Context: an optimization exercise on an open-source flow, tuned for small area. The choices shown serve that exercise and are no tape-out recipe.
Function was checked by simulation only, so behaviour that the tests miss may differ from the original.
No activity file was given, so power comes from the tool's default toggle rates.

// minible_transport
module minible_transport (
    input  wire        clk,
    input  wire        rst,
    input  wire        req_valid,
    input  wire [31:0] req_word,
    output wire        req_ready,
    output reg         resp_valid,
    output reg  [2:0]  resp_kind,
    output wire [15:0] resp_type,
    output reg  [15:0] resp_len,
    input  wire        host_rd_en,
    input  wire        host_rd_buf,       
    input  wire [4:0]  host_rd_addr,
    output reg  [7:0]  host_rd_data,
    input  wire        host_wr_en,
    input  wire [4:0]  host_wr_addr,
    input  wire [7:0]  host_wr_data,
    input  wire        rx_valid,
    input  wire [7:0]  rx_byte,
    input  wire        rx_complete,
    input  wire        ghost_fire,
    input  wire        ghost_drop,
    input  wire [15:0] idle_rem,
    output wire        tx_valid,
    output wire [7:0]  tx_byte,
    input  wire        tx_ready,
    output wire [15:0] trstatus,
    output wire [7:0]  trfault,
    output wire [15:0] rx_landed_view,
    output wire [15:0] disp_type,
    output wire [15:0] disp_len,
    output wire [1:0]  disp_rmode
);
For scale: ~210 I/O pins, about 37,000 sq um of cells after synthesis.
==> flow/config.mk <==
export PLATFORM = sky130hd
export DESIGN_NAME = minible_transport
export DESIGN_NICKNAME = minible_transport
export VERILOG_FILES = /design/flow/design.v
export SDC_FILE = /design/flow/constraint.sdc
export NUM_CORES = 4
export LEC_CHECK = 0
export CAP_MARGIN = 20
export CORE_MARGIN = 2
export CORE_UTILIZATION = 60
export CTS_BUF_LIST = sky130_fd_sc_hd__clkbuf_4 sky130_fd_sc_hd__clkbuf_8
export SLEW_MARGIN = 20
==> flow/constraint.sdc <==
create_clock -name core_clock -period 10.0 [get_ports {clk}]
set_input_delay 2.0000 -clock core_clock [delete_from_list [all_inputs] [get_ports {clk}]]
set_output_delay 2.0000 -clock core_clock [all_outputs]
set_load 0.01 [all_outputs]
run.sh (not shown) runs the stock make flow with config.mk's settings and CLKGATE_MAP_FILE= SYNTH_SCRIPT=/design/flow/synth_recipe.tcl, a recipe that flattens the netlist after the stock synthesis.
Next try:
- CTS_BUF_LIST: sky130_fd_sc_hd__clkbuf_4 sky130_fd_sc_hd__clkbuf_8 -> unset
Effect: The changed run completed with no timing, DRC or antenna violations. Setup slack is worse by 0.062 ns. Worst hold slack barely changes. Cell area stays flat. Non-clock buffer count decreases by 2.

========
Another version of the RTL of minible_transport (not shown whole).
Size: about 2200 cells after synthesis, about 840 flip-flops, about 210 I/O pins.
export LEC_CHECK = 0
export CAP_MARGIN = 20
export CORE_MARGIN = 2
export CORE_UTILIZATION = 65
export SLEW_MARGIN = 20
export SYNTH_HIERARCHICAL = 1
create_clock -name core_clock -period 10.0 [get_ports {clk}]
standard.sh (not shown) runs the stock make flow with config.mk's settings and CLKGATE_MAP_FILE= SYNTH_SCRIPT=/design/flow/synth_recipe.tcl, a recipe that flattens the netlist after the stock synthesis.
==> flow/flow/run.sh <==
#!/bin/bash
# The standard layout (standard.sh, unchanged synthesis) with these changes:
# - ports buffered with buf_1 instead of the default delay buffer,
# - clock tree from clkbuf_4 leaf clusters of up to 10 sinks and no dummy loads,
# - the constant outputs share synthesis's single tie cell (no per-load tie copies).
# ORFS writes each step's full log under orfs/logs/; make's output goes to standard.log.
set -euo pipefail
export BUFFER_PORTS_ARGS="-buffer_cell sky130_fd_sc_hd__buf_1"
export CTS_ARGS="-sink_clustering_enable -repair_clock_nets -dont_use_dummy_load -buf_list {sky130_fd_sc_hd__clkbuf_4} -sink_clustering_size 10 -sink_clustering_max_diameter 40"
export SKIP_REPAIR_TIE_FANOUT=1
bash standard.sh > standard.log 2>&1
==> next run, changes <==
--- a/flow/flow/run.sh
+++ b/flow/flow/run.sh
@@ -2 +2 @@
-# The standard layout (standard.sh, unchanged synthesis) with these changes:
+# The standard layout (standard.sh, unchanged synthesis) with two changes:
@@ -4,2 +4 @@
-# - clock tree from clkbuf_4 leaf clusters of up to 10 sinks and no dummy loads,
-# - the constant outputs share synthesis's single tie cell (no per-load tie copies).
+# - clock tree from clkbuf_4 leaf clusters of up to 10 sinks and no dummy loads.
@@ -10 +8,0 @@
-export SKIP_REPAIR_TIE_FANOUT=1
What happened: Count of clock-buffer cells in the layout climbs by 3; setup slack is worse by 0.25 ns; design area rose slightly; clock power hardly moves; combinational power stays flat; hold slack improved by 0.035 ns; sequential share of layout area went down by 0.26 points; clock skew increases by 0.044 ns.

-- re-timing with driven ports --
In the flow no input, the clock included, has a driving cell. The finished layouts below were timed again as built, in two steps. Step 1 (the two cells are an assumption about what drives the block):
set clk [get_ports {clk}]
set_driving_cell -lib_cell sky130_fd_sc_hd__clkbuf_16 $clk
set_driving_cell -lib_cell sky130_fd_sc_hd__buf_2 [delete_from_list [all_inputs] $clk]
Step 2 moves the port delays by t, midway between the first and last clock arrival at a register: inputs arrive t later, outputs are due t later. That takes back most of the time a late clock gives input paths. a / b / c = ideal ports / drivers / drivers and shift; a / b = the first two.
| run | shift t [ns] | slack for setup (ns) | worst data-port slew with drivers (ns) |
|---|---|---|---|
| the first run of note 1 | 0.881 | 1.559 / 1.587 / 0.707 | 0.07 |
| the second run of note 1 | 0.736 | 1.497 / 1.523 / 0.787 | 0.08 |
| the first run of note 2 | 0.920 | 3.507 / 3.545 / 2.624 | 0.08 |
| the second run of note 2 | 0.912 | 3.261 / 3.301 / 2.389 | 0.08 |
After both steps setup and hold are still met in every run listed. For the first run of note 2, which loses most, drivers alone change the setup slack by +0.038 ns; drivers and shift together by -0.883 ns.
